Background: an optimization exercise with open tools, aiming at small area, a short achievable clock period and few clock cycles. Do not read the settings as production practice. The RTL was checked by simulation tests, not by an equivalence proof against the original design. No activity file was given, so power comes from the tool's default toggle rates.

==> flow/design.v <==
module t1_crc16_byte (
    input  wire [15:0] crc_in,
    input  wire [7:0]  data,
    output reg  [15:0] crc_out
);
    integer i;
    always @* begin
        crc_out = crc_in ^ {8'h00, data};
        for (i = 0; i < 8; i = i + 1) begin
            if (crc_out[0])
                crc_out = (crc_out >> 1) ^ 16'h8408;
            else
                crc_out = crc_out >> 1;
        end
    end
endmodule
module t1_check_pcb (
    input  wire [7:0] pcb,
    input  wire       ns_slave,
    input  wire       ns_master,
    input  wire       orig_chained,
    input  wire [7:0] last_tx_pcb,
    output reg  [2:0] code
);
    wire is_i = !pcb[7];
    wire is_r = pcb[7] && !pcb[6];
    wire rsv_ok = is_i ? (pcb[4:0] == 5'd0) :
                  is_r ? (pcb[6:5] == 2'd0 && pcb[3:2] == 2'd0) :
                         !pcb[4];
    wire seq_ok = is_i ? (pcb[6] == ns_slave) :
                  is_r ? (orig_chained || (pcb[4] == ns_master)) :
                         1'b1;
    wire sent_s_req = (last_tx_pcb[7:6] == 2'b11) && !last_tx_pcb[5];
    wire match_ok   = !sent_s_req || (pcb == (last_tx_pcb | 8'h20));
    always @* begin
        if (!rsv_ok)        code = 3'd2;
        else if (!seq_ok)   code = 3'd4;
        else if (!match_ok) code = 3'd5;
        else                code = 3'd0;
    end
endmodule
module t1_check_len (
    input  wire [7:0] pcb,
    input  wire [7:0] len,
    output reg        len_ok
);
    always @* begin
        if (len == 8'd255)
            len_ok = 1'b0;
        else if (!pcb[7])
            len_ok = 1'b1;                  
        else if (!pcb[6])
            len_ok = (len == 8'd0);
        else begin
            case (pcb[3:0])
                4'h1, 4'h3: len_ok = (len == 8'd1);
                4'h0, 4'h2: len_ok = (len == 8'd0);
                4'hF:       len_ok = 1'b1;
                default:    len_ok = 1'b0;
            endcase
        end
    end
endmodule
module t1_tx_framer (
    input  wire       clk,
    input  wire       rst,
    input  wire       in_valid,
    output wire       in_ready,
    input  wire [7:0] in_data,
    input  wire       in_crc,
    output reg        out_valid,
    input  wire       out_ready,
    output reg  [7:0] out_data,
    output reg        out_last
);
    localparam S_NAD  = 3'd0;
    localparam S_PCB  = 3'd1;
    localparam S_LEN  = 3'd2;
    localparam S_DATA = 3'd3;
    localparam S_CK0  = 3'd4;
    localparam S_CK1  = 3'd5;
    reg  [2:0]  state;
    reg         use_crc;
    reg  [7:0]  remaining;
    reg  [15:0] acc;
    reg         pend;
    reg  [7:0]  k;
    reg         k_crc;
    reg         k_empty;
    assign in_ready = k_empty;
    wire in_fire  = in_valid && k_empty;
    wire out_free = !out_valid || out_ready;
    wire hdr      = !state[2];                
    wire [7:0] b    = k_empty ? in_data : k;
    wire       bcrc = k_empty ? in_crc  : k_crc;
    wire load_b   = hdr && out_free && (in_fire || !k_empty);
    wire load_ck  = !hdr && out_free;
    wire [15:0] crc_next;
    t1_crc16_byte u_crc (.crc_in(acc), .data(out_data), .crc_out(crc_next));
    wire [15:0] acc_eff = !pend   ? acc :
                          use_crc ? crc_next : {acc[15:8], acc[7:0] ^ out_data};
    always @(posedge clk) begin
        if (rst) begin
            state     <= S_NAD;
            out_valid <= 1'b0;
            out_last  <= 1'b0;
            pend      <= 1'b0;
            acc       <= 16'hFFFF;
            k_empty   <= 1'b1;
        end else begin
            acc  <= acc_eff;
            pend <= 1'b0;
            if (out_free)
                out_valid <= 1'b0;
            if (in_fire && !load_b) begin
                k       <= in_data;
                k_crc   <= in_crc;
                k_empty <= 1'b0;
            end
            if (load_b) begin
                k_empty   <= 1'b1;
                out_valid <= 1'b1;
                out_data  <= b;
                out_last  <= 1'b0;
                pend      <= 1'b1;
                case (state)
                    S_NAD: begin
                        use_crc <= bcrc;
                        state   <= S_PCB;
                    end
                    S_PCB: state <= S_LEN;
                    S_LEN: begin
                        remaining <= b;
                        state     <= (b == 8'd0) ? S_CK0 : S_DATA;
                    end
                    default: begin
                        remaining <= remaining - 8'd1;
                        if (remaining == 8'd1)
                            state <= S_CK0;
                    end
                endcase
            end
            if (load_ck) begin
                out_valid <= 1'b1;
                if (state == S_CK0) begin
                    out_data <= ~acc_eff[7:0];
                    out_last <= !use_crc;
                    if (use_crc) begin
                        state <= S_CK1;
                    end else begin
                        state <= S_NAD;
                        acc   <= 16'hFFFF;
                    end
                end else begin
                    out_data <= ~acc_eff[15:8];
                    out_last <= 1'b1;
                    state    <= S_NAD;
                    acc      <= 16'hFFFF;
                end
            end
        end
    end
endmodule
module t1_rx_deframer (
    input  wire        clk,
    input  wire        rst,
    input  wire        in_valid,
    output wire        in_ready,
    input  wire [7:0]  in_data,
    input  wire        in_crc,
    input  wire        ns_slave,
    input  wire        ns_master,
    input  wire        orig_chained,
    input  wire [7:0]  last_tx_pcb,
    output reg         data_valid,
    input  wire        data_ready,
    output wire [7:0]  data_out,
    output reg         stat_valid,
    input  wire        stat_ready,
    output reg  [7:0]  stat_nad,
    output reg  [7:0]  stat_pcb,
    output reg  [7:0]  stat_len,
    output reg  [1:0]  stat_kind,
    output wire [15:0] stat_cksum,
    output reg  [2:0]  stat_code
);
    reg st_nad, st_pcb, st_len, st_data, st_drop, st_ck0, st_ck1;
    reg  [7:0]  h;
    reg         hv;
    reg  [7:0]  s;
    reg         s_empty;
    reg         use_crc;
    reg  [7:0]  remaining;
    reg  [15:0] acc;
    assign in_ready   = s_empty;
    assign data_out   = h;
    assign stat_cksum = acc;
    wire in_fire   = in_valid && s_empty;
    wire stat_free = !stat_valid || stat_ready;
    wire cons = hv && (st_nad ? stat_free : st_data ? data_ready : 1'b1);
    wire last = (st_ck0 && !use_crc) || st_ck1;
    wire data_end = (remaining == 8'd1);
    wire        mode     = st_nad ? in_crc : use_crc;
    wire [15:0] acc_base = acc | {16{st_nad}};
    wire [15:0] crc_next;
    t1_crc16_byte u_crc (.crc_in(acc_base), .data(h), .crc_out(crc_next));
    wire [15:0] acc_next = mode ? crc_next : {acc_base[15:8], acc_base[7:0] ^ h};
    wire [2:0] pcb_code;
    t1_check_pcb u_chk_pcb (
        .pcb         (h),
        .ns_slave    (ns_slave),
        .ns_master   (ns_master),
        .orig_chained(orig_chained),
        .last_tx_pcb (last_tx_pcb),
        .code        (pcb_code)
    );
    wire len_ok;
    t1_check_len u_chk_len (.pcb(stat_pcb), .len(h), .len_ok(len_ok));
    wire ck_match = (h == ~(st_ck0 ? acc[7:0] : acc[15:8]));
    wire hv_next = (cons || !hv) ? (!s_empty || in_fire) : 1'b1;
    always @(posedge clk) begin
        if (rst) begin
            hv         <= 1'b0;
            s_empty    <= 1'b1;
            st_nad     <= 1'b1;
            st_pcb     <= 1'b0;
            st_len     <= 1'b0;
            st_data    <= 1'b0;
            st_drop    <= 1'b0;
            st_ck0     <= 1'b0;
            st_ck1     <= 1'b0;
            stat_valid <= 1'b0;
            data_valid <= 1'b0;
        end else begin
            if (cons || !hv) begin
                if (!s_empty) begin
                    h       <= s;
                    s_empty <= 1'b1;
                end else begin
                    h  <= in_data;
                end
            end else if (in_fire) begin
                s       <= in_data;
                s_empty <= 1'b0;
            end
            hv <= hv_next;
            if (stat_valid && stat_ready)
                stat_valid <= 1'b0;
            if (cons) begin
                st_nad  <= last;
                st_pcb  <= st_nad;
                st_len  <= st_pcb;
                st_data <= (st_len && h != 8'd0) || (st_data && !data_end);
                st_drop <= st_data && data_end && (&stat_len);
                st_ck0  <= (st_len && h == 8'd0) || (st_data && data_end && !(&stat_len)) ||
                           st_drop;
                st_ck1  <= st_ck0 && use_crc;
                if (last)
                    stat_valid <= 1'b1;
            end
            data_valid <= hv_next && (cons ? ((st_len && h != 8'd0) || (st_data && !data_end))
                                           : st_data);
            if (cons && !(st_ck0 || st_ck1))
                acc <= acc_next;
            if (cons && st_nad) begin
                stat_nad <= h;
                use_crc  <= in_crc;
            end
            if (cons && st_pcb) begin
                stat_pcb  <= h;
                stat_kind <= {h[7] & h[6], h[7] & ~h[6]};
                stat_code <= pcb_code;
            end
            if (cons && st_len) begin
                stat_len  <= h;
                remaining <= {h[7:1], h[0] & ~(&h)};
                if (stat_code != 3'd2 && !len_ok)
                    stat_code <= 3'd3;
            end
            if (cons && st_data)
                remaining <= remaining - 8'd1;
            if (cons && st_ck0) begin
                acc[7:0] <= h;
                if (!use_crc)
                    acc[15:8] <= 8'h00;
            end
            if (cons && st_ck1)
                acc[15:8] <= h;
            if (cons && (st_ck0 || st_ck1) && !ck_match)
                stat_code <= 3'd1;
        end
    end
endmodule
module t1_codec (
    input  wire        clk,
    input  wire        rst,
    input  wire        tx_in_valid,
    output wire        tx_in_ready,
    input  wire [7:0]  tx_in_data,
    input  wire        tx_in_crc,
    output wire        tx_out_valid,
    input  wire        tx_out_ready,
    output wire [7:0]  tx_out_data,
    output wire        tx_out_last,
    input  wire        rx_in_valid,
    output wire        rx_in_ready,
    input  wire [7:0]  rx_in_data,
    input  wire        rx_in_crc,
    input  wire        rx_ns_slave,
    input  wire        rx_ns_master,
    input  wire        rx_orig_chained,
    input  wire [7:0]  rx_last_tx_pcb,
    output wire        rx_data_valid,
    input  wire        rx_data_ready,
    output wire [7:0]  rx_data,
    output wire        rx_stat_valid,
    input  wire        rx_stat_ready,
    output wire [7:0]  rx_stat_nad,
    output wire [7:0]  rx_stat_pcb,
    output wire [7:0]  rx_stat_len,
    output wire [1:0]  rx_stat_kind,
    output wire [15:0] rx_stat_cksum,
    output wire [2:0]  rx_stat_code
);
    t1_tx_framer u_tx (
        .clk      (clk),
        .rst      (rst),
        .in_valid (tx_in_valid),
        .in_ready (tx_in_ready),
        .in_data  (tx_in_data),
        .in_crc   (tx_in_crc),
        .out_valid(tx_out_valid),
        .out_ready(tx_out_ready),
        .out_data (tx_out_data),
        .out_last (tx_out_last)
    );
    t1_rx_deframer u_rx (
        .clk         (clk),
        .rst         (rst),
        .in_valid    (rx_in_valid),
        .in_ready    (rx_in_ready),
        .in_data     (rx_in_data),
        .in_crc      (rx_in_crc),
        .ns_slave    (rx_ns_slave),
        .ns_master   (rx_ns_master),
        .orig_chained(rx_orig_chained),
        .last_tx_pcb (rx_last_tx_pcb),
        .data_valid  (rx_data_valid),
        .data_ready  (rx_data_ready),
        .data_out    (rx_data),
        .stat_valid  (rx_stat_valid),
        .stat_ready  (rx_stat_ready),
        .stat_nad    (rx_stat_nad),
        .stat_pcb    (rx_stat_pcb),
        .stat_len    (rx_stat_len),
        .stat_kind   (rx_stat_kind),
        .stat_cksum  (rx_stat_cksum),
        .stat_code   (rx_stat_code)
    );
endmodule
==> flow/run.sh <==
#!/bin/bash
# synth_recipe.tcl (not shown) runs the flow's synth.tcl, then flattens the netlist and writes it again
# the make line also repeats each setting of config.mk as NAME=value (left out here)
make -C /OpenROAD-flow-scripts/flow DESIGN_CONFIG=/design/flow/config.mk WORK_HOME=/design/flow/orfs CLKGATE_MAP_FILE= SYNTH_SCRIPT=/design/flow/synth_recipe.tcl finish
==> flow/config.mk <==
export PLATFORM = sky130hd
export DESIGN_NAME = t1_codec
export DESIGN_NICKNAME = t1_codec
export VERILOG_FILES = /design/flow/design.v
export SDC_FILE = /design/flow/constraint.sdc
export NUM_CORES = 4
export LEC_CHECK = 0
export ABC_AREA = 1
export CAP_MARGIN = 20
export CORE_MARGIN = 2
export CORE_UTILIZATION = 40
export SETUP_SLACK_MARGIN = 2.4
export SLEW_MARGIN = 20
==> flow/constraint.sdc <==
create_clock -name core_clock -period 4.0 [get_ports {clk}]
set_input_delay 0.8000 -clock core_clock [delete_from_list [all_inputs] [get_ports {clk}]]
set_output_delay 0.8000 -clock core_clock [all_outputs]
set_load 0.01 [all_outputs]
==> Implementation_results.wiki, run 1 <==
{| class="wikitable"
! Metric !! Value
|-
| Result of the run || finished clean
|-
| WS Path Type || reg -> out
|-
| Final Hold Slack || 0.481 ns
|-
| Layout Utilization || 65.7%
|-
| Proportion of netlist area held by the largest area contributor || 39.0%
|-
| Required time of the worst setup path || 3.20 ns
|-
| Power per cell area || 333 nW/µm²
|-
| Mux cell area share after synthesis || 0%
|-
| Mean number of vias per cell || 5.20
|-
| Number of cells on the worst reg-to-reg path || 11
|-
| Total Routed Length || 25600 µm
|-
| Initial drt markers || 616
|-
| Fill cell instance count of the final layout || 1460
|-
| Clock sink total || 130
|-
| Num ports || 103
|-
| Compound-cell area share of the yosys netlist || 9.75%
|-
| Antenna violations before repair || 0
|-
| Slew Viols, Final || 0
|-
| Sequential area share after synthesis || 48.2%
|-
| Setup repair after global routing missed its margin || true
|-
| Clock network latency to the later pin of the worst-skew pair || 0.44 ns
|-
| Rows || 49
|-
| Leakage Power || 5.37 nW
|-
| H-tree levels || 4
|-
| Most area-consuming cells after synthesis || sky130_fd_sc_hd__edfxtp_1 39%, sky130_fd_sc_hd__nand2_1 17%, sky130_fd_sc_hd__dfxtp_1 9.2%
|-
| Adder and majority cell fraction of the synthesized area || 0.677%
|-
| Synthesized-area fraction occupied by and/or/nand/nor cells || 29.5%
|-
| Least-Margin Pin Slew || 0.584 ns
|-
| Wire length per cell || 17.4 µm
|-
| Largest family of logic cells by synthesized area || simple AND/OR/NAND/NOR gates
|-
| Parity-gate share of the synthesized area counting xor and xnor cells || 3.98%
|-
| TritonCTS clock tree || done
|-
| Cell family contributing the most delay on the critical path || flip-flops
|-
| Overall die width || 140 µm
|-
| Finished Layout Cells || 1470
|-
| Yosys reg bits || 130
|-
| First-pass iteration count of the detailed router || 6
|-
| Critical Path AT || 1.16 ns
|-
| # placed instances || 1250
|-
| N_diodes || 0
|-
| Core Footprint || 18000 µm²
|-
| Most frequently used flop master after synthesis || sky130_fd_sc_hd__edfxtp_1
|-
| Slowest cell on the critical path || sky130_fd_sc_hd__edfxtp_1
|-
| Warning count from the yosys run || 5
|-
| Worst Setup Start Kind || flop
|-
| Remaining number of nets flagged by the antenna check after routing || 0
|-
| Instance count on the critical path || 1
|-
| Global-route wire length before repair || 37100 µm
|-
| Maximum VDD drop || 0.297 mV
|-
| Number of maximum-capacitance constraint violations || 0
|-
| Ratio of cells with drive above 1 in the final layout || 45.5%
|-
| Endpoints failing hold || 0
|-
| Slack of the worst reg-to-reg path || 2.09 ns
|-
| CTS max path bufs || 2
|-
| Post-synth EDFFs || 96
|-
| Crit-path cells || buf_2
|-
| Achievable clock frequency || 511 MHz
|-
| Clock-pin slew on the worst setup and hold paths || 0.06 ns
|-
| Share of async-settable or async-resettable flops after synthesis || 0%
|-
| Yosys top cell by area || sky130_fd_sc_hd__edfxtp_1
|-
| DR vias || 7646
|-
| Die outline area || 19600 µm²
|-
| Maximum fanout count along the critical path || 2
|-
| Slew Limit Headroom || 61.0%
|-
| Worst hold path cell count || 2
|-
| Leading cell type by number of instances after synthesis || sky130_fd_sc_hd__nand2_1
|-
| Ranking of synthesized cells by instance count || 334 x sky130_fd_sc_hd__nand2_1, 105 x sky130_fd_sc_hd__inv_1, 96 x sky130_fd_sc_hd__edfxtp_1
|-
| Syn Area/Cell || 7.84 µm²
|-
| Minimum clock period || 1.96 ns
|-
| Number of buffer and inverter instances along the worst setup path || 1
|-
| Vias in the first global route || 6971
|-
| Inserted Clock Buffers || 17
|-
| Worst-case clock skew || 0.0128 ns
|-
| Power, Total || 3.94 mW
|-
| Post-synth net total || 983
|-
| Net count of the finished layout || 1268
|-
| Number of different library cells in the post-synthesis netlist || 46
|-
| Remaining global-route overflow || 0
|-
| Number of hold-repair buffers added at the cts stage || 0
|-
| Routability congestion estimate from global placement || 0.868
|-
| Accumulated negative setup slack || 0 ns
|-
| Total global routing track utilization || 24.3%
|-
| Clock tree root buffer cell || sky130_fd_sc_hd__clkbuf_16
|-
| Chip height || 140 µm
|-
| Quantity of I/O buffers inserted on ports || 102
|-
| Final setup violating endpoints || 0
|-
| Initial standard-cell utilization of the core || 41.0%
|-
| Area Growth Syn to Fin || 60.2%
|-
| Post-route fraction of the period consumed by the critical path || 48.9%
|-
| Number of DRC violations after detailed routing || 0
|-
| Cell area after technology mapping || 7390 µm²
|-
| Pin count of the biggest net entering global routing || 27
|-
| Min-Delay Path Class || reg -> reg
|-
| Detailed placement HPWL || 14400 µm
|-
| Slowest stage delay, CP || 0.52 ns
|-
| Cells after synthesis || 943
|-
| Sort of element at the end of the critical path || output pin
|}
## final cells by class
cell class,count,area [µm²],share of cell area (%)
repair buffers,289,2590,21.9
flip-flops and latches,130,3590,30.3
clock buffers,17,425,3.59
repair inverters,1,7.51,0.0634
clock inverters,15,149,1.26
multi-input cells,675,4290,36.2
well taps,229,287,2.42
inverters,114,504,4.26
## final timing paths
check,from,end
hold / removal,u_tx.out_last,u_tx.out_last
setup reg to reg,u_rx.h[0],u_rx.stat_code[0]
hold reg to reg,u_tx.out_last,u_tx.out_last
setup / recovery,u_rx.h[0],rx_data[0]
## cell usage in the layout (no fill, tap or decap), types with 11 or more instances in the layout
| master | n |
|---|---|
| sky130_fd_sc_hd__inv_1 | 76 |
| sky130_fd_sc_hd__xor2_1 | 19 |
| sky130_fd_sc_hd__nand2_4 | 27 |
| sky130_fd_sc_hd__nand3_1 | 37 |
| sky130_fd_sc_hd__inv_4 | 11 |
| sky130_fd_sc_hd__a21oi_1 | 15 |
| sky130_fd_sc_hd__o21ai_0 | 30 |
| sky130_fd_sc_hd__buf_4 | 118 |
| sky130_fd_sc_hd__o211ai_1 | 15 |
| sky130_fd_sc_hd__o21ai_2 | 12 |
| sky130_fd_sc_hd__clkbuf_16 | 17 |
| sky130_fd_sc_hd__buf_2 | 57 |
| sky130_fd_sc_hd__nor2_2 | 13 |
| sky130_fd_sc_hd__nor2_4 | 21 |
| sky130_fd_sc_hd__buf_6 | 60 |
| sky130_fd_sc_hd__clkdlybuf4s50_1 | 23 |
| sky130_fd_sc_hd__nand2_1 | 244 |
| sky130_fd_sc_hd__o21ai_1 | 19 |
| sky130_fd_sc_hd__buf_12 | 12 |
| sky130_fd_sc_hd__dfxtp_1 | 20 |
| sky130_fd_sc_hd__inv_2 | 16 |
| sky130_fd_sc_hd__nor2_1 | 47 |
| sky130_fd_sc_hd__nand3_2 | 25 |
| sky130_fd_sc_hd__edfxtp_1 | 96 |
| sky130_fd_sc_hd__a21oi_2 | 11 |
| sky130_fd_sc_hd__nand2_2 | 65 |
## per-stage QoR
stage	instance area [µm²]	setup slack, ns
after floorplan	7630	2.00
after global placement	8720	1.04
after detailed placement	8720	1.03
after CTS	10800	2.03
after global routing	11800	2.03
final	11800	2.04
## repair_timing
action,in CTS,in global routing
pin swaps,60,107
buffers inserted,134,48
resized for setup,469,213
gates cloned,6,0
setup endpoints to repair,223,185
## routing by layer
metal | track usage [%] | part of all wire (%) | vias up
met1 | 34.4 | 44 | 3619
met3 | 6.39 | 7.3 | 52
met5 | 0 | 0 | -
li1 | - | - | 3650
met2 | 36.4 | 46 | 325
met4 | 8.16 | 2.5 | 0
## report_power, final
group	internal [mW]	total (mW)	switching [mW]
Sequential	1.51	1.55	0.0448
Clock	0.872	1.55	0.679
Combinational	0.374	0.839	0.465
Total	2.75	3.94	1.19
## flip-flops by register name (all words and copies together) (netlist names), 8 cells and up
name	flops
u_rx.acc	16
u_tx.acc	16
u_rx.h	8
u_rx.remaining	8
u_rx.s	8
u_rx.stat_len	8
u_rx.stat_nad	8
u_rx.stat_pcb	8
u_tx.k	8
u_tx.out_data	8
u_tx.remaining	8
## logic make-up (layout without fill, tap and decap cells)
logic type      after synthesis  after routing
buf+inv                     139            436
fa+ha+maj                     4              4
xor+xnor                     31             31
compound gates              124            124
flops                       130            130
simple gates                515            516
## tightest hold or removal path, stage by stage, from the launching register on
cell                      delay [ns]
sky130_fd_sc_hd__dfxtp_2        0.33
sky130_fd_sc_hd__nand2_1        0.06
sky130_fd_sc_hd__a21oi_1        0.05
Testbench counts, summed over its fixed seeds: cycles 17,575.
==> run 2: changes to the inputs <==
--- a/flow/config.mk
+++ b/flow/config.mk
@@ -8,6 +8,6 @@
 export ABC_AREA = 1
 export CAP_MARGIN = 20
 export CORE_MARGIN = 2
-export CORE_UTILIZATION = 40
-export SETUP_SLACK_MARGIN = 2.4
+export CORE_UTILIZATION = 60
+export SETUP_SLACK_MARGIN = 2.0
 export SLEW_MARGIN = 20
==> Implementation_results.wiki, run 2 <==
{| class="wikitable"
! Metric !! Value
|-
| Result of the run || finished clean (unchanged)
|-
| Chip height || 115 µm (was 140 µm)
|-
| Crit-path cells || buf_6 -> inv_1 -> o21ai_0 -> nand2_2 -> inv_1 -> nand2_1 -> nand2_1 -> nand2_1 -> nand2_1 -> o21ai_0 -> nand3_1 (was buf_2)
|-
| Clock-pin slew on the worst setup and hold paths || 0.06 ns (about the same)
|-
| Warning count from the yosys run || 5 (unchanged)
|-
| Rows || 40 (was 49)
|-
| Net count of the finished layout || 1142 (was 1268)
|-
| Most frequent cells in the layout || 331 x sky130_fd_sc_hd__nand2_1, 96 x sky130_fd_sc_hd__inv_1, 96 x sky130_fd_sc_hd__edfxtp_1 (was 244 x sky130_fd_sc_hd__nand2_1, 118 x sky130_fd_sc_hd__buf_4, 96 x sky130_fd_sc_hd__edfxtp_1)
|-
| Mean number of vias per cell || 5.79 (was 5.20)
|-
| Syn Area/Cell || 7.84 µm² (unchanged)
|-
| Number of maximum-capacitance constraint violations || 0 (unchanged)
|-
| Die outline area || 13200 µm² (was 19600 µm²)
|-
| Maximum fanout count along the critical path || 5 (was 2)
|-
| Global-route wire length before repair || 34000 µm (was 37100 µm)
|-
| Post-route fraction of the period consumed by the critical path || 52.1% (was 48.9%)
|-
| Final setup slack of the worst path || 1.92 ns (was 2.04 ns)
|-
| Yosys top cell by area || sky130_fd_sc_hd__edfxtp_1 (unchanged)
|-
| Overall die width || 115 µm (was 140 µm)
|-
| Maximum VDD drop || 0.298 mV (was 0.297 mV)
|-
| Post-synth net total || 983 (unchanged)
|-
| Slew Viols, Final || 0 (unchanged)
|-
| Clock sink total || 130 (unchanged)
|-
| Remaining global-route overflow || 0 (unchanged)
|-
| Endpoints failing hold || 0 (unchanged)
|-
| WS Path Type || reg -> reg (was reg -> out)
|-
| Slew Limit Headroom || 60.0% (was 61.0%)
|-
| Routability congestion estimate from global placement || 0.924 (was 0.868)
|-
| Worst slack at placement || 0.937 ns (was 1.03 ns)
|-
| Accumulated negative setup slack || 0 ns (unchanged)
|-
| Most area-consuming cells after synthesis || sky130_fd_sc_hd__edfxtp_1 39%, sky130_fd_sc_hd__nand2_1 17%, sky130_fd_sc_hd__dfxtp_1 9.2% (unchanged)
|-
| Leakage Power || 4.53 nW (was 5.37 nW)
|-
| N_diodes || 0 (unchanged)
|-
| CTS max path bufs || 2 (unchanged)
|-
| Biggest registers after layout || u_rx.acc (16), u_tx.acc (16) (unchanged)
|-
| Required time of the worst setup path || 4.17 ns (was 3.20 ns)
|-
| Core Footprint || 12000 µm² (was 18000 µm²)
|-
| Ratio of cells with drive above 1 in the final layout || 15.2% (was 45.5%)
|-
| Cells after synthesis || 943 (unchanged)
|-
| Pin count of the biggest net entering global routing || 23 (was 27)
|-
| Share of async-settable or async-resettable flops after synthesis || 0% (unchanged)
|-
| Sort of element at the end of the critical path || flop (was output pin)
|-
| Fill cell instance count of the final layout || 797 (was 1460)
|-
| Slowest stage delay, CP || 0.38 ns (was 0.52 ns)
|-
| Power per cell area || 385 nW/µm² (was 333 nW/µm²)
|-
| Antenna violations before repair || 0 (unchanged)
|-
| DR vias || 7305 (was 7646)
|-
| H-tree levels || 4 (unchanged)
|-
| Min-Delay Path Class || reg -> reg (unchanged)
|-
| Detailed placement HPWL || 13500 µm (was 14400 µm)
|-
| First-pass iteration count of the detailed router || 9 (was 6)
|-
| Clock tree root buffer cell || sky130_fd_sc_hd__clkbuf_16 (unchanged)
|-
| Initial drt markers || 781 (was 616)
|-
| Ranking of synthesized cells by instance count || 334 x sky130_fd_sc_hd__nand2_1, 105 x sky130_fd_sc_hd__inv_1, 96 x sky130_fd_sc_hd__edfxtp_1 (unchanged)
|-
| Cell mode on critical path || sky130_fd_sc_hd__nand2_1
|-
| Total global routing track utilization || 33.6% (was 24.3%)
|-
| Post-synth EDFFs || 96 (unchanged)
|-
| Sequential area share after synthesis || 48.2% (unchanged)
|-
| Initial standard-cell utilization of the core || 61.5% (was 41.0%)
|-
| Area Growth Syn to Fin || 32.2% (was 60.2%)
|-
| Leading cell type by number of instances after synthesis || sky130_fd_sc_hd__nand2_1 (unchanged)
|-
| Number of hold-repair buffers added at the cts stage || 0 (unchanged)
|-
| Inserted Clock Buffers || 17 (unchanged)
|-
| Most common cell after layout, fill and taps aside || sky130_fd_sc_hd__nand2_1 (unchanged)
|-
| Num ports || 103 (unchanged)
|-
| Quantity of I/O buffers inserted on ports || 102 (unchanged)
|-
| Clock network latency to the later pin of the worst-skew pair || 0.43 ns (was 0.44 ns)
|-
| Final setup violating endpoints || 0 (unchanged)
|-
| Wire length per cell || 17.8 µm (was 17.4 µm)
|-
| Least-Margin Pin Slew || 0.600 ns (was 0.584 ns)
|-
| Worst-case clock skew || 0.00993 ns (was 0.0128 ns)
|-
| Number of different library cells in the post-synthesis netlist || 46 (unchanged)
|-
| Remaining number of nets flagged by the antenna check after routing || 0 (unchanged)
|-
| Vias in the first global route || 6719 (was 6971)
|-
| Cell area after technology mapping || 7390 µm² (unchanged)
|-
| Proportion of netlist area held by the largest area contributor || 39.0% (unchanged)
|-
| Setup repair after global routing missed its margin || true (unchanged)
|-
| Number of DRC violations after detailed routing || 0 (unchanged)
|-
| Minimum clock period || 2.08 ns (was 1.96 ns)
|-
| TritonCTS clock tree || done (unchanged)
|-
| Critical Path AT || 2.25 ns (was 1.16 ns)
|-
| Slowest cell on the critical path || sky130_fd_sc_hd__edfxtp_1 (unchanged)
|-
| Achievable clock frequency || 480 MHz (was 511 MHz)
|-
| Yosys reg bits || 130 (unchanged)
|-
| Most frequently used flop master after synthesis || sky130_fd_sc_hd__edfxtp_1 (unchanged)
|-
| Total Routed Length || 22500 µm (was 25600 µm)
|-
| Worst Setup Start Kind || flop (unchanged)
|}
==> run 2: power breakdown <==
part / switching, mW / internal, mW / total [mW]
Sequential: 0.0446 / 1.51 / 1.55
Clock: 0.626 / 0.991 / 1.62
Combinational: 0.366 / 0.231 / 0.597
==> run 2: metal layers <==
metal,global-route usage (%),part of all wire (%),wire [µm],vias to the layer above
li1,-,-,-,3402
met4,17.4,6.0,1350,0
met1,40.4,36,8090,3307
met2,57.8,48,10800,475
met5,0,0,0,-
met3,6.38,9.8,2200,121
==> run 2: what timing repair did <==
| item | in CTS | in global routing |
|---|---|---|
| setup endpoints to repair | 222 | 49 |
| resized for setup | 118 | 21 |
| pin swaps | 13 | 4 |
| gates cloned | 2 | 0 |
| setup buffers | 42 | 13 |
==> run 2: through the flow <==
stage                     power, mW  utilization (%)  hold WS, ns  cells  area, µm²
after floorplan                1.90                -        0.468    943       7440
after global placement         2.07             71.0        0.476   1173       8530
after detailed placement       2.08             71.0        0.461   1173       8530
after CTS                      3.70             79.8        0.473   1249       9580
after global routing           3.87             81.3        0.528   1262       9770
final                          3.76             81.3        0.474   1262       9770
==> run 2: cell families after synthesis <==
logic type	Yosys count	share of synthesized area [%]
fa+ha+maj	4	0.677
xor+xnor	31	3.98
simple gates	515	29.5
flops	130	48.2
buf+inv	139	7.91
compound gates	124	9.75
==> run 2: path summary, 6_finish.rpt <==
path | start | endpoint | slack, ns | cells after the start
max reg2reg | u_rx.h[3] | u_rx.acc[10] | 1.92 | 11
max | u_rx.h[3] | u_rx.acc[10] | 1.92 | 11
min | u_tx.out_last | u_tx.out_last | 0.47 | 2
min reg2reg | u_tx.out_last | u_tx.out_last | 0.47 | 2
==> run 2: worst max-delay path: cells and delay by family, from the launching register on <==
kind,cells,cell delay (ns)
and+or+nand+nor,6,0.69
buffers and inverters,3,0.46
DFF,1,0.38
AOI/OAI and AO/OA,2,0.30
==> run 2: area by class of cell <==
class	instances	area, µm²	share of cell area (%)
repair buffers	163	1480	15.1
multi-input cells	676	3470	35.5
flip-flops and latches	130	3570	36.6
clock inverters	14	179	1.83
inverters	114	455	4.66
clock buffers	18	429	4.39
well taps	147	184	1.88
==> run 3: changes to the inputs <==
==> flow/flow/run.sh (new file) <==
#!/bin/bash
# The standard layout, with plain buffers on the ports and sizing free to
# change a cell's footprint.
set -euo pipefail
cat >> config.mk <<'MK'
export BUFFER_PORTS_ARGS = -buffer_cell sky130_fd_sc_hd__buf_2
MK
bash standard.sh MATCH_CELL_FOOTPRINT=0 finish > standard.log 2>&1
==> flow/standard.sh (new file) <==
#!/bin/bash
# synth_recipe.tcl (not shown) runs the flow's synth.tcl, then flattens the netlist and writes it again
# the make line also repeats each setting of config.mk as NAME=value (left out here)
make -C /OpenROAD-flow-scripts/flow DESIGN_CONFIG=/design/flow/config.mk WORK_HOME=/design/flow/orfs CLKGATE_MAP_FILE= SYNTH_SCRIPT=/design/flow/synth_recipe.tcl "${@:-finish}"
--- a/flow/config.mk
+++ b/flow/config.mk
@@ -8,6 +8,7 @@
 export ABC_AREA = 1
 export CAP_MARGIN = 20
 export CORE_MARGIN = 2
-export CORE_UTILIZATION = 60
-export SETUP_SLACK_MARGIN = 2.0
+export CORE_UTILIZATION = 40
+export SETUP_SLACK_MARGIN = 2.3
 export SLEW_MARGIN = 20
+export BUFFER_PORTS_ARGS = -buffer_cell sky130_fd_sc_hd__buf_2
removed: flow/run.sh
==> Implementation_results.wiki, run 3 <==
{| class="wikitable"
! Metric !! Value
|-
| Syn Area/Cell || 7.84 µm² (unchanged)
|-
| Biggest registers after layout || u_rx.acc (16), u_tx.acc (16) (unchanged)
|-
| Clock sink total || 130 (unchanged)
|-
| Sort of element at the end of the critical path || output pin (was flop)
|-
| Endpoints failing hold || 0 (unchanged)
|-
| Slowest cell on the critical path || sky130_fd_sc_hd__edfxtp_1 (unchanged)
|-
| Number of cells on the worst reg-to-reg path || 9 (was 11)
|-
| Clock tree root buffer cell || sky130_fd_sc_hd__clkbuf_16 (unchanged)
|-
| Most frequent cells in the layout || 287 x sky130_fd_sc_hd__nand2_1, 106 x sky130_fd_sc_hd__buf_4, 96 x sky130_fd_sc_hd__edfxtp_1 (was 331 x sky130_fd_sc_hd__nand2_1, 96 x sky130_fd_sc_hd__inv_1, 96 x sky130_fd_sc_hd__edfxtp_1)
|-
| Warning count from the yosys run || 5 (unchanged)
|-
| Total global routing track utilization || 23.2% (was 33.6%)
|-
| Antenna violations before repair || 0 (unchanged)
|-
| Detailed placement HPWL || 14500 µm (was 13500 µm)
|-
| Destination of the worst register-to-register timing path || u_rx.acc[1] (was u_rx.acc[10])
|-
| Total Routed Length || 23700 µm (was 22500 µm)
|-
| Maximum fanout count along the critical path || 3 (was 5)
|-
| Overall die width || 140 µm (was 115 µm)
|-
| Power per cell area || 363 nW/µm² (was 385 nW/µm²)
|-
| Proportion of netlist area held by the largest area contributor || 39.0% (unchanged)
|-
| Pin count of the biggest net entering global routing || 27 (was 23)
|-
| Clock-pin slew on the worst setup and hold paths || 0.06 ns (about the same)
|-
| Post-route fraction of the period consumed by the critical path || 48.8% (was 52.1%)
|-
| Source of the worst register-to-register timing path || u_rx.h[5] (was u_rx.h[3])
|-
| Inserted Clock Buffers || 17 (unchanged)
|-
| Die outline area || 19600 µm² (was 13200 µm²)
|-
| WS Path Type || reg -> out (was reg -> reg)
|-
| Number of maximum-capacitance constraint violations || 0 (unchanged)
|-
| Final Hold Slack || 0.483 ns (was 0.474 ns)
|-
| Layout Utilization || 59.4% (was 81.3%)
|-
| Min-Delay Path Class || reg -> reg (unchanged)
|-
| Worst-case clock skew || 0.0117 ns (was 0.00993 ns)
|-
| Number of buffer and inverter instances along the worst setup path || 1 (was 3)
|-
| Post-synth EDFFs || 96 (unchanged)
|-
| Mean number of vias per cell || 5.17 (was 5.79)
|-
| Remaining number of nets flagged by the antenna check after routing || 0 (unchanged)
|-
| Sequential area share after synthesis || 48.2% (unchanged)
|-
| DR vias || 7355 (was 7305)
|-
| Routability congestion estimate from global placement || 0.918 (was 0.924)
|-
| Most area-consuming cells after synthesis || sky130_fd_sc_hd__edfxtp_1 39%, sky130_fd_sc_hd__nand2_1 17%, sky130_fd_sc_hd__dfxtp_1 9.2% (unchanged)
|-
| Initial standard-cell utilization of the core || 41.0% (was 61.5%)
|-
| Most common cell after layout, fill and taps aside || sky130_fd_sc_hd__nand2_1 (unchanged)
|-
| Yosys reg bits || 130 (unchanged)
|-
| Core Footprint || 18000 µm² (was 12000 µm²)
|-
| Ranking of synthesized cells by instance count || 334 x sky130_fd_sc_hd__nand2_1, 105 x sky130_fd_sc_hd__inv_1, 96 x sky130_fd_sc_hd__edfxtp_1 (unchanged)
|-
| Final setup violating endpoints || 0 (unchanged)
|-
| Slowest stage delay, CP || 0.52 ns (was 0.38 ns)
|-
| Quantity of I/O buffers inserted on ports || 102 (unchanged)
|-
| Achievable clock frequency || 513 MHz (was 480 MHz)
|-
| Setup repair after global routing missed its margin || true (unchanged)
|-
| Global-route wire length before repair || 35300 µm (was 34000 µm)
|-
| Critical Path AT || 1.15 ns (was 2.25 ns)
|-
| Clock network latency to the later pin of the worst-skew pair || 0.43 ns (about the same)
|-
| H-tree levels || 4 (unchanged)
|-
| Maximum VDD drop || 0.323 mV (was 0.298 mV)
|-
| Yosys top cell by area || sky130_fd_sc_hd__edfxtp_1 (unchanged)
|-
| Net count of the finished layout || 1221 (was 1142)
|-
| Minimum clock period || 1.95 ns (was 2.08 ns)
|-
| N_diodes || 0 (unchanged)
|-
| Post-synth net total || 983 (unchanged)
|-
| TritonCTS clock tree || done (unchanged)
|-
| Cell area after technology mapping || 7390 µm² (unchanged)
|-
| HP Start || u_tx.out_last (unchanged)
|-
| Slew Limit Headroom || 64.7% (was 60.0%)
|-
| Num ports || 103 (unchanged)
|-
| Worst Setup Start Kind || flop (unchanged)
|-
| Worst hold path cell count || 2 (unchanged)
|-
| Accumulated negative setup slack || 0 ns (unchanged)
|-
| Ratio of cells with drive above 1 in the final layout || 37.3% (was 15.2%)
|-
| Slew Viols, Final || 0 (unchanged)
|-
| Remaining global-route overflow || 0 (unchanged)
|-
| Leading cell type by number of instances after synthesis || sky130_fd_sc_hd__nand2_1 (unchanged)
|-
| Slack of the worst reg-to-reg path || 2.13 ns (was 1.92 ns)
|-
| Leakage Power || 4.95 nW (was 4.53 nW)
|-
| Cells after synthesis || 943 (unchanged)
|-
| Most frequently used flop master after synthesis || sky130_fd_sc_hd__edfxtp_1 (unchanged)
|-
| Cell family contributing the most delay on the critical path || flip-flops (was simple AND/OR/NAND/NOR gates)
|-
| Result of the run || finished clean (unchanged)
|-
| Required time of the worst setup path || 3.20 ns (was 4.17 ns)
|-
| CTS max path bufs || 2 (unchanged)
|-
| Area Growth Syn to Fin || 44.9% (was 32.2%)
|-
| Rows || 49 (was 40)
|-
| First-pass iteration count of the detailed router || 5 (was 9)
|-
| Number of DRC violations after detailed routing || 0 (unchanged)
|-
| Crit-path cells || buf_2 (was buf_6 -> inv_1 -> o21ai_0 -> nand2_2 -> inv_1 -> nand2_1 -> nand2_1 -> nand2_1 -> nand2_1 -> o21ai_0 -> nand3_1)
|-
| Initial drt markers || 661 (was 781)
|-
| Number of different library cells in the post-synthesis netlist || 46 (unchanged)
|-
| Vias in the first global route || 6600 (was 6719)
|-
| Least-Margin Pin Slew || 0.530 ns (was 0.600 ns)
|-
| Chip height || 140 µm (was 115 µm)
|-
| Wire length per cell || 16.7 µm (was 17.8 µm)
|-
| Destination of the worst hold path || u_tx.out_last (unchanged)
|-
| Share of async-settable or async-resettable flops after synthesis || 0% (unchanged)
|}
run 3: report_power, final:
part / internal [mW] / total [mW] / switching, mW
Clock: 0.986 / 1.62 / 0.636
Combinational: 0.298 / 0.713 / 0.415
Sequential: 1.51 / 1.55 / 0.0421
Total: 2.79 / 3.88 / 1.09
run 3: worst max path at each step:
| stage | start | end | cells after the start |
|---|---|---|---|
| after floorplan | rx_data_ready | u_rx.remaining[0] | 7 |
| after global placement | u_rx.st_nad | u_rx.acc[6] | 6 |
| after detailed placement | u_rx.st_nad | u_rx.acc[5] | 6 |
| after CTS | u_rx.h[5] | rx_data[5] | 1 |
| after global routing | u_rx.h[5] | rx_data[5] | 1 |
| final | u_rx.h[5] | rx_data[5] | 1 |
run 3: timing repair:
action                                  in CTS  in global routing
hold buffers                                 0                  0
gates cloned                                 1                  0
buffers inserted                           101                 38
gates resized for setup                     95                137
endpoints found under the setup margin     233                166
pin swaps                                   27                 63
run 3: through the flow:
stage / power (mW) / cell area, µm² / instances / worst slack (ns)
floorplan: 1.91 / 7540 / 943 / 2.00
detailed placement: 2.05 / 8190 / 1251 / 1.24
finish: 3.88 / 10700 / 1422 / 2.05
global route: 4.02 / 10700 / 1422 / 2.01
global placement: 2.05 / 8190 / 1251 / 1.31
CTS: 3.78 / 9960 / 1384 / 2.07
run 3: routing by layer:
layer | part of all wire [%] | global-route usage [%]
met1 | 44 | 32.8
met2 | 44 | 34.6
met3 | 9.2 | 6.02
met4 | 2.5 | 8.05
met5 | 0 | 0
run 3: area by class of cell:
cell class | instances | area (µm²)
Sequential cell | 130 | 3580
Timing Repair Buffer | 243 | 1910
Fill cell | 1544 | 7310
Clock buffer | 17 | 425
Tap cell | 229 | 287
Inverter | 114 | 492
Multi-Input combinational cell | 675 | 3830
Clock inverter | 14 | 183
run 3: kinds of logic (layout without fill, tap and decap cells):
kind of cell               Yosys count  in the layout  share of synthesized area (%)
DFF                                130            130                           48.2
xor gates and xnor gates            31             31                           3.98
and+or+nand+nor                    515            516                           29.5
buffers and inverters              139            388                           7.91
adders and majority gates            4              4                          0.677
AOI/OAI and AO/OA                  124            124                           9.75
==> run 4: changes to the inputs <==
--- a/flow/config.mk
+++ b/flow/config.mk
@@ -9,6 +9,6 @@
 export CAP_MARGIN = 20
 export CORE_MARGIN = 2
 export CORE_UTILIZATION = 40
-export SETUP_SLACK_MARGIN = 2.3
+export SETUP_SLACK_MARGIN = 2.0
 export SLEW_MARGIN = 20
 export BUFFER_PORTS_ARGS = -buffer_cell sky130_fd_sc_hd__buf_2
==> Implementation_results.wiki, run 4 <==
{| class="wikitable"
! Metric !! Value
|-
| Result of the run || finished clean (unchanged)
|-
| Setup repair after global routing missed its margin || true (unchanged)
|-
| Int Pwr || 2.81 mW (was 2.79 mW)
|-
| Num ports || 103 (unchanged)
|-
| Least-Margin Pin Slew || 0.778 ns (was 0.530 ns)
|-
| Placed Area || 8100 µm² (was 8190 µm²)
|-
| Worst Setup Start Kind || flop (unchanged)
|-
| Maximum fanout count along the critical path || 10 (was 3)
|-
| Most frequently used flop master after synthesis || sky130_fd_sc_hd__edfxtp_1 (unchanged)
|-
| Most area-consuming cells after synthesis || sky130_fd_sc_hd__edfxtp_1 39%, sky130_fd_sc_hd__nand2_1 17%, sky130_fd_sc_hd__dfxtp_1 9.2% (unchanged)
|-
| Antenna violations before repair || 1 (was 0)
|-
| WS Path Type || reg -> out (unchanged)
|-
| Post-synth net total || 983 (unchanged)
|-
| Most common cell after layout, fill and taps aside || sky130_fd_sc_hd__nand2_1 (unchanged)
|-
| Clock sink total || 130 (unchanged)
|-
| Net count of the finished layout || 1120 (was 1221)
|-
| Detailed placement HPWL || 14400 µm (was 14500 µm)
|-
| Biggest registers after layout || u_rx.acc (16), u_tx.acc (16) (unchanged)
|-
| Proportion of netlist area held by the largest area contributor || 39.0% (unchanged)
|-
| Sequential area share after synthesis || 48.2% (unchanged)
|-
| Slowest cell on the critical path || sky130_fd_sc_hd__edfxtp_1 (unchanged)
|-
| Initial drt markers || 514 (was 661)
|-
| Power, Total || 3.80 mW (was 3.88 mW)
|-
| Number of buffer and inverter instances along the worst setup path || 2 (was 1)
|-
| Min-Delay Path Class || reg -> reg (unchanged)
|-
| Worst-case clock skew || 0.00998 ns (was 0.0117 ns)
|-
| Rows || 49 (unchanged)
|-
| Ranking of synthesized cells by instance count || 334 x sky130_fd_sc_hd__nand2_1, 105 x sky130_fd_sc_hd__inv_1, 96 x sky130_fd_sc_hd__edfxtp_1 (unchanged)
|-
| Cells after synthesis || 943 (unchanged)
|-
| Crit-path cells || buf_6 -> buf_2 (was buf_2)
|-
| Die outline area || 19600 µm² (unchanged)
|-
| Global-route wire length before repair || 32300 µm (was 35300 µm)
|-
| Core Footprint || 18000 µm² (unchanged)
|-
| Syn Area/Cell || 7.84 µm² (unchanged)
|-
| Number of DRC violations after detailed routing || 0 (unchanged)
|-
| Ratio of cells with drive above 1 in the final layout || 21.7% (was 37.3%)
|-
| Required time of the worst setup path || 3.20 ns (about the same)
|-
| Share of async-settable or async-resettable flops after synthesis || 0% (unchanged)
|-
| Synthesized-area fraction occupied by and/or/nand/nor cells || 29.5% (unchanged)
|-
| Clock-pin slew on the worst setup and hold paths || 0.06 ns (about the same)
|-
| Endpoints failing hold || 0 (unchanged)
|-
| Inserted Clock Buffers || 17 (unchanged)
|-
| Parity-gate share of the synthesized area counting xor and xnor cells || 3.98% (unchanged)
|-
| Largest family of logic cells by synthesized area || simple AND/OR/NAND/NOR gates (unchanged)
|-
| Post-route standard cell area excluding fillers || 9150 µm² (was 10700 µm²)
|-
| First-pass iteration count of the detailed router || 5 (unchanged)
|-
| Compound-cell area share of the yosys netlist || 9.75% (unchanged)
|-
| Initial standard-cell utilization of the core || 41.0% (unchanged)
|-
| Final setup violating endpoints || 0 (unchanged)
|-
| Slowest stage delay, CP || 0.41 ns (was 0.52 ns)
|-
| Remaining number of nets flagged by the antenna check after routing || 0 (unchanged)
|-
| Minimum clock period || 1.95 ns (about the same)
|-
| Overall die width || 140 µm (unchanged)
|-
| Vias in the first global route || 6184 (was 6600)
|-
| Total global routing track utilization || 21.0% (was 23.2%)
|-
| H-tree levels || 4 (unchanged)
|-
| CTS max path bufs || 2 (unchanged)
|-
| Achievable clock frequency || 513 MHz (about the same)
|-
| Slew Viols, Final || 0 (unchanged)
|-
| Pin count of the biggest net entering global routing || 27 (unchanged)
|-
| Total Routed Length || 20600 µm (was 23700 µm)
|-
| Number of different library cells in the post-synthesis netlist || 46 (unchanged)
|-
| Remaining global-route overflow || 0 (unchanged)
|-
| Yosys top cell by area || sky130_fd_sc_hd__edfxtp_1 (unchanged)
|-
| Cell area after technology mapping || 7390 µm² (unchanged)
|-
| Chip height || 140 µm (unchanged)
|-
| Slew Limit Headroom || 48.1% (was 64.7%)
|-
| Warning count from the yosys run || 5 (unchanged)
|-
| Post-synth EDFFs || 96 (unchanged)
|-
| Adder and majority cell fraction of the synthesized area || 0.677% (unchanged)
|-
| Area Growth Syn to Fin || 23.8% (was 44.9%)
|-
| Cell family contributing the most delay on the critical path || flip-flops (unchanged)
|-
| Clock tree root buffer cell || sky130_fd_sc_hd__clkbuf_16 (unchanged)
|-
| Routability congestion estimate from global placement || 0.873 (was 0.918)
|-
| Share of total power in sequential cells || 41.1% (was 39.9%)
|-
| Clock network latency to the later pin of the worst-skew pair || 0.42 ns (was 0.43 ns)
|-
| DR vias || 6624 (was 7355)
|-
| Final Hold Slack || 0.479 ns (was 0.483 ns)
|-
| Number of hold-repair buffers added at the cts stage || 0 (unchanged)
|-
| Maximum VDD drop || 0.271 mV (was 0.323 mV)
|-
| Wire length per cell || 15.5 µm (was 16.7 µm)
|-
| Most frequent cells in the layout || 332 x sky130_fd_sc_hd__nand2_1, 102 x sky130_fd_sc_hd__buf_2, 100 x sky130_fd_sc_hd__inv_1 (was 287 x sky130_fd_sc_hd__nand2_1, 106 x sky130_fd_sc_hd__buf_4, 96 x sky130_fd_sc_hd__edfxtp_1)
|-
| Clock network power share || 45.7% (was 41.8%)
|-
| Quantity of I/O buffers inserted on ports || 102 (unchanged)
|-
| Accumulated negative setup slack || 0 ns (unchanged)
|-
| Power per cell area || 415 nW/µm² (was 363 nW/µm²)
|-
| Critical Path AT || 1.15 ns (about the same)
|-
| Mux cell area share after synthesis || 0% (unchanged)
|-
| Mean number of vias per cell || 5.01 (was 5.17)
|-
| Leading cell type by number of instances after synthesis || sky130_fd_sc_hd__nand2_1 (unchanged)
|-
| Switching fraction of total power || 26.1% (was 28.1%)
|-
| Leakage Power || 4.34 nW (was 4.95 nW)
|-
| Post-route fraction of the period consumed by the critical path || 48.8% (about the same)
|-
| Combinational cell fraction of total power || 13.2% (was 18.4%)
|-
| Yosys reg bits || 130 (unchanged)
|-
| Net switching power figure || 0.990 mW (was 1.09 mW)
|-
| TritonCTS clock tree || done (unchanged)
|-
| Number of maximum-capacitance constraint violations || 0 (unchanged)
|-
| Sort of element at the end of the critical path || output pin (unchanged)
|}
[run 4: tightest hold or removal path: cells and delay by family, from the launching register on]
family          cells  cell delay, ns
flops               1            0.32
simple gates        1            0.06
compound gates      1            0.05
[run 4: per-stage QoR]
stage | std cells | utilization (%) | setup slack [ns]
6_report | 1323 | 50.8 | 2.05
5_1_grt | 1323 | 50.8 | 1.92
4_1_cts | 1308 | 49.9 | 2.01
3_5_place_dp | 1251 | 44.9 | 1.11
3_3_place_gp | 1251 | 44.9 | 1.23
2_1_floorplan | 943 | - | 1.93
[run 4: path summary, 6_finish.rpt]
check             slack [ns]               to  cells past startpoint             from
setup / recovery        2.05       rx_data[1]                      2        u_rx.h[1]
hold / removal          0.48  u_rx.stat_valid                      2  u_rx.stat_valid
setup reg to reg        2.13      u_rx.acc[5]                      9      u_rx.st_nad
hold reg to reg         0.48  u_rx.stat_valid                      2  u_rx.stat_valid
[run 4: layout make-up]
class	instances	area (µm²)
Timing Repair Buffer	143	870
Tap cell	229	287
Clock inverter	15	231
Sequential cell	130	3570
Clock buffer	17	425
Fill cell	1778	8880
Inverter	114	430
Multi-Input combinational cell	674	3330
Antenna cell	1	2.50
[run 4: kinds of logic (layout without fill, tap and decap cells)]
group | Yosys count | count (layout)
simple gates | 515 | 515
buf+inv | 139 | 289
flops | 130 | 130
compound gates | 124 | 124
xor+xnor | 31 | 31
fa+ha+maj | 4 | 4
other cells | 0 | 1
[run 4: repair_timing]
item / 4_1_cts / 5_1_grt
resized for setup: 13 / 9
pin swaps: 2 / 4
setup endpoints to repair: 121 / 68
buffers inserted: 25 / 14
[run 4: routing by layer]
layer	up-vias	part of all wire, %	global-route usage (%)
li1	3350	-	-
met4	0	2.7	8.89
met5	-	0	0
met1	3047	44	27.0
met3	37	4.9	4.31
met2	190	48	34.7
[run 4: power by group through the flow]
| stage | Sequential [mW] | Combinational (mW) | Clock (mW) |
|---|---|---|---|
| CTS | 1.56 | 0.483 | 1.76 |
| floorplan | 1.58 | 0.319 | 0 |
| global placement | 1.61 | 0.436 | 0 |
| detailed placement | 1.61 | 0.439 | 0 |
| global route | 1.57 | 0.562 | 1.82 |
| finish | 1.56 | 0.500 | 1.73 |
==> run 5: changes to the inputs <==
==> flow/flow/run.sh (replaced) <==
#!/bin/bash
# The standard layout, with plain buffers on the ports, sizing free to
# change a cell's footprint, and a clock tree of fewer, larger clusters
# without dummy loads.
set -euo pipefail
cat >> config.mk <<'MK'
export BUFFER_PORTS_ARGS = -buffer_cell sky130_fd_sc_hd__buf_2
export CTS_ARGS = -sink_clustering_enable -repair_clock_nets -dont_use_dummy_load -sink_clustering_size 30 -sink_clustering_max_diameter 80
MK
bash standard.sh MATCH_CELL_FOOTPRINT=0 finish > standard.log 2>&1
--- a/flow/config.mk
+++ b/flow/config.mk
@@ -12,3 +12,4 @@
 export SETUP_SLACK_MARGIN = 2.0
 export SLEW_MARGIN = 20
 export BUFFER_PORTS_ARGS = -buffer_cell sky130_fd_sc_hd__buf_2
+export CTS_ARGS = -sink_clustering_enable -repair_clock_nets -dont_use_dummy_load -sink_clustering_size 30 -sink_clustering_max_diameter 80
==> Implementation_results.wiki, run 5 <==
{| class="wikitable"
! Metric !! Value
|-
| Least-Margin Pin Slew || 0.808 ns (was 0.778 ns)
|-
| Final setup violating endpoints || 0 (unchanged)
|-
| Source of the critical timing path || u_rx.h[1] (unchanged)
|-
| Rows || 49 (unchanged)
|-
| Biggest registers after layout || u_rx.acc (16), u_tx.acc (16) (unchanged)
|-
| H-tree levels || 4 (unchanged)
|-
| Remaining number of nets flagged by the antenna check after routing || 0 (unchanged)
|-
| Timing endpoint of the critical path || rx_data[1] (unchanged)
|-
| Post-synth net total || 983 (unchanged)
|-
| Syn Area/Cell || 7.84 µm² (unchanged)
|-
| Finished Layout Cells || 1304 (was 1323)
|-
| Antenna violations before repair || 1 (unchanged)
|-
| Worst-case clock skew || 0.0273 ns (was 0.00998 ns)
|-
| Clock tree root buffer cell || sky130_fd_sc_hd__clkbuf_16 (unchanged)
|-
| Fill cell instance count of the final layout || 1808 (was 1778)
|-
| Number of cells on the worst reg-to-reg path || 10 (was 9)
|-
| Share of async-settable or async-resettable flops after synthesis || 0% (unchanged)
|-
| Int Pwr || 2.42 mW (was 2.81 mW)
|-
| Source of the worst register-to-register timing path || u_rx.h[2] (was u_rx.st_nad)
|-
| Largest family of logic cells by synthesized area || simple AND/OR/NAND/NOR gates (unchanged)
|-
| Most frequently used flop master after synthesis || sky130_fd_sc_hd__edfxtp_1 (unchanged)
|-
| Number of different library cells in the post-synthesis netlist || 46 (unchanged)
|-
| Most area-consuming cells after synthesis || sky130_fd_sc_hd__edfxtp_1 39%, sky130_fd_sc_hd__nand2_1 17%, sky130_fd_sc_hd__dfxtp_1 9.2% (unchanged)
|-
| Warning count from the yosys run || 5 (unchanged)
|-
| Power per cell area || 370 nW/µm² (was 415 nW/µm²)
|-
| Area Growth Syn to Fin || 20.4% (was 23.8%)
|-
| Yosys reg bits || 130 (unchanged)
|-
| Vias in the first global route || 6093 (was 6184)
|-
| Endpoints failing hold || 0 (unchanged)
|-
| Pin count of the biggest net entering global routing || 27 (unchanged)
|-
| Most common cell after layout, fill and taps aside || sky130_fd_sc_hd__nand2_1 (unchanged)
|-
| Adder and majority cell fraction of the synthesized area || 0.677% (unchanged)
|-
| Proportion of netlist area held by the largest area contributor || 39.0% (unchanged)
|-
| TritonCTS clock tree || done (unchanged)
|-
| WS Path Type || reg -> out (unchanged)
|-
| Wire length per cell || 15.5 µm (about the same)
|-
| Ratio of cells with drive above 1 in the final layout || 20.2% (was 21.7%)
|-
| Slew Limit Headroom || 46.1% (was 48.1%)
|-
| Ranking of synthesized cells by instance count || 334 x sky130_fd_sc_hd__nand2_1, 105 x sky130_fd_sc_hd__inv_1, 96 x sky130_fd_sc_hd__edfxtp_1 (unchanged)
|-
| Maximum VDD drop || 0.269 mV (was 0.271 mV)
|-
| Number of DRC violations after detailed routing || 0 (unchanged)
|-
| Net switching power figure || 0.864 mW (was 0.990 mW)
|-
| Detailed placement HPWL || 14400 µm (unchanged)
|-
| Min-Delay Path Class || reg -> reg (unchanged)
|-
| Mean number of vias per cell || 5.03 (was 5.01)
|-
| Core Footprint || 18000 µm² (unchanged)
|-
| Cells after synthesis || 943 (unchanged)
|-
| Slew Viols, Final || 0 (unchanged)
|-
| Yosys top cell by area || sky130_fd_sc_hd__edfxtp_1 (unchanged)
|-
| Accumulated negative setup slack || 0 ns (unchanged)
|-
| Total global routing track utilization || 20.9% (was 21.0%)
|-
| Leading cell type by number of instances after synthesis || sky130_fd_sc_hd__nand2_1 (unchanged)
|-
| Routability congestion estimate from global placement || 0.873 (unchanged)
|-
| First-pass iteration count of the detailed router || 5 (unchanged)
|-
| Num ports || 103 (unchanged)
|-
| Placed Area || 8100 µm² (unchanged)
|-
| Post-synth EDFFs || 96 (unchanged)
|-
| Number of maximum-capacitance constraint violations || 0 (unchanged)
|-
| Clock network power share || 37.3% (was 45.7%)
|-
| Sequential area share after synthesis || 48.2% (unchanged)
|-
| # placed instances || 1251 (unchanged)
|-
| Synthesized-area fraction occupied by and/or/nand/nor cells || 29.5% (unchanged)
|-
| Post-route standard cell area excluding fillers || 8900 µm² (was 9150 µm²)
|-
| Critical Path AT || 1.15 ns (about the same)
|-
| Mux cell area share after synthesis || 0% (unchanged)
|-
| Result of the run || finished clean (unchanged)
|-
| Required time of the worst setup path || 3.20 ns (about the same)
|-
| Switching fraction of total power || 26.3% (was 26.1%)
|-
| Achievable clock frequency || 514 MHz (was 513 MHz)
|-
| Sort of element at the end of the critical path || output pin (unchanged)
|-
| Clock sink total || 130 (unchanged)
|-
| Global-route wire length before repair || 32000 µm (was 32300 µm)
|-
| Number of hold-repair buffers added at the cts stage || 0 (unchanged)
|-
| CTS max path bufs || 2 (unchanged)
|-
| Initial standard-cell utilization of the core || 41.0% (unchanged)
|-
| Share of total power in sequential cells || 47.5% (was 41.1%)
|-
| Initial drt markers || 484 (was 514)
|-
| Chip height || 140 µm (unchanged)
|-
| Net count of the finished layout || 1116 (was 1120)
|-
| Maximum fanout count along the critical path || 10 (unchanged)
|-
| Total Routed Length || 20300 µm (was 20600 µm)
|-
| DR vias || 6555 (was 6624)
|-
| Quantity of I/O buffers inserted on ports || 102 (unchanged)
|-
| Overall die width || 140 µm (unchanged)
|-
| Setup repair after global routing missed its margin || true (unchanged)
|-
| Cell area after technology mapping || 7390 µm² (unchanged)
|-
| Minimum clock period || 1.95 ns (about the same)
|-
| Clock network latency to the later pin of the worst-skew pair || 0.42 ns (about the same)
|-
| Parity-gate share of the synthesized area counting xor and xnor cells || 3.98% (unchanged)
|-
| Compound-cell area share of the yosys netlist || 9.75% (unchanged)
|-
| Remaining global-route overflow || 0 (unchanged)
|-
| Worst Setup Start Kind || flop (unchanged)
|-
| Leakage Power || 4.21 nW (was 4.34 nW)
|-
| Post-route fraction of the period consumed by the critical path || 48.7% (was 48.8%)
|-
| Destination of the worst register-to-register timing path || u_rx.stat_code[0] (was u_rx.acc[5])
|-
| Clock-pin slew on the worst setup and hold paths || 0.05 ns (was 0.06 ns)
|-
| Most frequent cells in the layout || 333 x sky130_fd_sc_hd__nand2_1, 102 x sky130_fd_sc_hd__buf_2, 100 x sky130_fd_sc_hd__inv_1 (was 332 x sky130_fd_sc_hd__nand2_1, 102 x sky130_fd_sc_hd__buf_2, 100 x sky130_fd_sc_hd__inv_1)
|-
| Inserted Clock Buffers || 17 (unchanged)
|-
| Slack of the worst reg-to-reg path || 2.17 ns (was 2.13 ns)
|-
| Die outline area || 19600 µm² (unchanged)
|-
| Combinational cell fraction of total power || 15.2% (was 13.2%)
|}
run 5: cell counts after synthesis:
Identical to the previous run, type by type.
run 5: what timing repair did:
action                     in CTS  in global routing
cloned                          0                  0
setup buffers                  24                 11
setup endpoints to repair     121                 76
pin swaps                       2                  4
resized for setup              14                  7
run 5: area by class of cell:
cell class	count	area, µm²	area share (%)
timing repair buffer	139	848	9.53
clock buffer	17	425	4.78
multi-input combinational	674	3330	37.4
tap	229	287	3.22
sequential	130	3570	40.2
antenna	1	2.50	0.0281
inverter	114	430	4.84
run 5: worst min-delay path by stage:
| stage | slack (ns) | to | cells past startpoint | start |
|---|---|---|---|---|
| after floorplan | 0.47 | u_rx.st_ck1 | 2 | u_rx.st_ck1 |
| after global placement | 0.47 | u_rx.stat_valid | 2 | u_rx.stat_valid |
| after detailed placement | 0.47 | u_rx.stat_valid | 2 | u_rx.stat_valid |
| after CTS | 0.48 | u_rx.stat_valid | 2 | u_rx.stat_valid |
| after global routing | 0.50 | u_rx.stat_valid | 2 | u_rx.stat_valid |
| final | 0.48 | u_rx.stat_valid | 2 | u_rx.stat_valid |
run 5: per-layer routing:
layer / up-vias / GRT usage, % / part of all wire, %
li1: 3318 / - / -
met1: 3024 / 26.7 / 43
met2: 186 / 35.1 / 49
met3: 27 / 4.31 / 5.3
met4: 0 / 7.58 / 1.8
met5: - / 0 / 0
run 5: logic make-up after synthesis:
kind of cell / Yosys count
AND/OR/NAND/NOR: 515
buffers and inverters: 139
flip-flops: 130
AO/OA/AOI/OAI: 124
XOR/XNOR: 31
adder cells (fa/ha/maj): 4
run 5: critical path: stages (launching register included):
cell	delay, ns
sky130_fd_sc_hd__edfxtp_1	0.38
sky130_fd_sc_hd__buf_4	0.21
sky130_fd_sc_hd__buf_2	0.15
run 5: power by group through the flow:
stage | Sequential, mW | Combinational, mW | Clock (mW)
global placement | 1.61 | 0.436 | 0
finish | 1.56 | 0.499 | 1.23
detailed placement | 1.61 | 0.439 | 0
floorplan | 1.58 | 0.319 | 0
global route | 1.57 | 0.562 | 1.31
CTS | 1.56 | 0.482 | 1.25
run 5: through the flow:
stage | util [%] | power, mW | setup WS, ns | hold slack [ns]
2_1_floorplan | - | 1.90 | 1.93 | 0.468
3_3_place_gp | 44.9 | 2.04 | 1.23 | 0.474
3_5_place_dp | 44.9 | 2.04 | 1.11 | 0.475
4_1_cts | 48.6 | 3.29 | 2.01 | 0.480
5_1_grt | 49.4 | 3.43 | 1.99 | 0.505
6_report | 49.4 | 3.29 | 2.05 | 0.479
==> run 6: changes to the inputs <==
==> flow/flow/run.sh (replaced) <==
#!/bin/bash
# The standard layout, with plain buffers on the ports, sizing free to
# change a cell's footprint, and a clock tree of fewer, larger clusters
# without dummy loads.
set -euo pipefail
cat >> config.mk <<'MK'
export BUFFER_PORTS_ARGS = -buffer_cell sky130_fd_sc_hd__buf_2
export CTS_ARGS = -sink_clustering_enable -repair_clock_nets -dont_use_dummy_load -sink_clustering_size 30 -sink_clustering_max_diameter 80 -buf_list {sky130_fd_sc_hd__clkbuf_4 sky130_fd_sc_hd__clkbuf_8}
MK
bash standard.sh MATCH_CELL_FOOTPRINT=0 finish > standard.log 2>&1
--- a/flow/config.mk
+++ b/flow/config.mk
@@ -12,4 +12,4 @@
 export SETUP_SLACK_MARGIN = 2.0
 export SLEW_MARGIN = 20
 export BUFFER_PORTS_ARGS = -buffer_cell sky130_fd_sc_hd__buf_2
-export CTS_ARGS = -sink_clustering_enable -repair_clock_nets -dont_use_dummy_load -sink_clustering_size 30 -sink_clustering_max_diameter 80
+export CTS_ARGS = -sink_clustering_enable -repair_clock_nets -dont_use_dummy_load -sink_clustering_size 30 -sink_clustering_max_diameter 80 -buf_list {sky130_fd_sc_hd__clkbuf_4 sky130_fd_sc_hd__clkbuf_8}
==> Implementation_results.wiki, run 6 <==
{| class="wikitable"
! Metric !! Value
|-
| Remaining global-route overflow || 0 (unchanged)
|-
| Vias in the first global route || 6095 (was 6093)
|-
| Clock tree root buffer cell || sky130_fd_sc_hd__clkbuf_8 (was sky130_fd_sc_hd__clkbuf_16)
|-
| TritonCTS clock tree || done (unchanged)
|-
| Worst slack at placement || 1.11 ns (unchanged)
|-
| DR vias || 6595 (was 6555)
|-
| Maximum VDD drop || 0.206 mV (was 0.269 mV)
|-
| Total Routed Length || 20300 µm (about the same)
|-
| Destination of the worst hold path || u_rx.stat_valid (unchanged)
|-
| Number of maximum-capacitance constraint violations || 0 (unchanged)
|-
| Num ports || 103 (unchanged)
|-
| Chip height || 140 µm (unchanged)
|-
| Result of the run || finished clean (unchanged)
|-
| Share of async-settable or async-resettable flops after synthesis || 0% (unchanged)
|-
| Setup repair after global routing missed its margin || true (unchanged)
|-
| Worst hold path cell count || 2 (unchanged)
|-
| Rows || 49 (unchanged)
|-
| Global-route wire length before repair || 31900 µm (was 32000 µm)
|-
| Worst Setup Start Kind || flop (unchanged)
|-
| Required time of the worst setup path || 3.20 ns (about the same)
|-
| Clock network power share || 28.3% (was 37.3%)
|-
| Number of cells on the worst reg-to-reg path || 10 (unchanged)
|-
| Pin count of the biggest net entering global routing || 27 (unchanged)
|-
| Switching fraction of total power || 28.2% (was 26.3%)
|-
| Mean number of vias per cell || 5.05 (was 5.03)
|-
| Number of hold-repair buffers added at the cts stage || 0 (unchanged)
|-
| Endpoints failing hold || 0 (unchanged)
|-
| Syn Area/Cell || 7.84 µm² (unchanged)
|-
| Leakage Power || 4.12 nW (was 4.21 nW)
|-
| Warning count from the yosys run || 5 (unchanged)
|-
| Final Hold Slack || 0.478 ns (was 0.479 ns)
|-
| Post-route fraction of the period consumed by the critical path || 48.6% (was 48.7%)
|-
| CTS max path bufs || 2 (unchanged)
|-
| Post-synth net total || 983 (unchanged)
|}
run 6: cell counts after synthesis:
No cell type changed its count.
run 6: area by class of cell:
cell class                 count  area [µm²]
antenna                        1        2.50
clock buffer                  17         234
fill                        1842        9330
inverter                     114         433
multi-input combinational    674        3340
sequential                   130        3570
tap                          229         287
timing repair buffer         141         830
run 6: worst max-delay path by stage:
stage,cells past startpoint,slack [ns],endpoint,start
finish,2,2.06,rx_data[3],u_rx.h[3]
global route,10,1.92,u_rx.acc[0],u_rx.h[0]
CTS,2,2.00,rx_data[1],u_rx.h[1]
detailed placement,8,1.11,u_rx.acc[5],u_rx.st_nad
global placement,8,1.23,u_rx.acc[5],u_rx.st_nad
floorplan,7,1.93,u_rx.acc[0],rx_data_ready
run 6: routing by layer:
metal / routed length [µm] / global-route usage [%]
met1: 8900 / 26.9
met2: 9850 / 34.8
met3: 1020 / 4.14
met4: 505 / 7.47
met5: 0 / 0
run 6: what timing repair did:
action	4_1_cts	5_1_grt
buffers inserted	26	11
gates resized for setup	15	10
setup endpoints to repair	123	67
pin swaps	2	1
run 6: cells by family after synthesis:
logic type               after synthesis  synth area share, %
adder cells (fa/ha/maj)                4                0.677
flip-flops                           130                 48.2
AND/OR/NAND/NOR                      515                 29.5
AO/OA/AOI/OAI                        124                 9.75
buffers and inverters                139                 7.91
XOR/XNOR                              31                 3.98
run 6: worst max-delay path: stages, from the launching register on:
cell and delay, ns:
sky130_fd_sc_hd__edfxtp_1 0.44, sky130_fd_sc_hd__buf_6 0.15, sky130_fd_sc_hd__buf_2 0.13
run 6: metrics by stage:
stage / total power, mW / utilization, % / area, µm² / cells
5_1_grt: 3.02 / 48.3 / 8700 / 1306
4_1_cts: 2.88 / 47.6 / 8580 / 1294
3_5_place_dp: 2.04 / 44.9 / 8100 / 1251
2_1_floorplan: 1.90 / - / 7440 / 943
3_3_place_gp: 2.04 / 44.9 / 8100 / 1251
6_report: 2.87 / 48.3 / 8700 / 1306
run 6: power groups by stage:
| stage | combinational, mW | sequential [mW] | clock, mW |
|---|---|---|---|
| finish | 0.502 | 1.56 | 0.813 |
| global route | 0.565 | 1.56 | 0.893 |
| CTS | 0.484 | 1.56 | 0.839 |
| detailed placement | 0.439 | 1.61 | 0 |
| global placement | 0.436 | 1.61 | 0 |
| floorplan | 0.319 | 1.58 | 0 |

==> re-timing with driven ports <==
Ports are ideal in the flow. The routed layouts listed here were re-timed in OpenROAD. Step 1 (the two cells are an assumption about what drives the block):
set clk [get_ports {clk}]
set_driving_cell -lib_cell sky130_fd_sc_hd__clkbuf_16 $clk
set_driving_cell -lib_cell sky130_fd_sc_hd__buf_2 [delete_from_list [all_inputs] $clk]
Step 2 adds t to the input delays and takes it off the output delays; t is the mean of the earliest and latest rising clock arrival at the registers after step 1. Input paths then give back, and output paths get back, about the clock's delay inside the block. Three values: no drivers, after step 1, after step 2; two values: the first two.
run	shift t [ns]	setup WS [ns]	slew at the worst register clock pin (ns)
run 1	0.475	2.044 / 2.000 / 1.712	0.07 / 0.07
run 2	0.464	1.917 / 1.917 / 1.554	0.06 / 0.06
run 3	0.470	2.050 / 2.005 / 1.795	0.06 / 0.06
run 4	0.462	2.049 / 2.001 / 1.625	0.06 / 0.06
run 5	0.453	2.053 / 2.005 / 1.669	0.06 / 0.06
run 6	0.468	2.057 / 2.018 / 1.645	0.09 / 0.09
After both steps setup and hold are still met in every run listed. The setup slack of run 4, which loses most, moves by -0.048 ns with the drivers and by -0.424 ns with both steps.
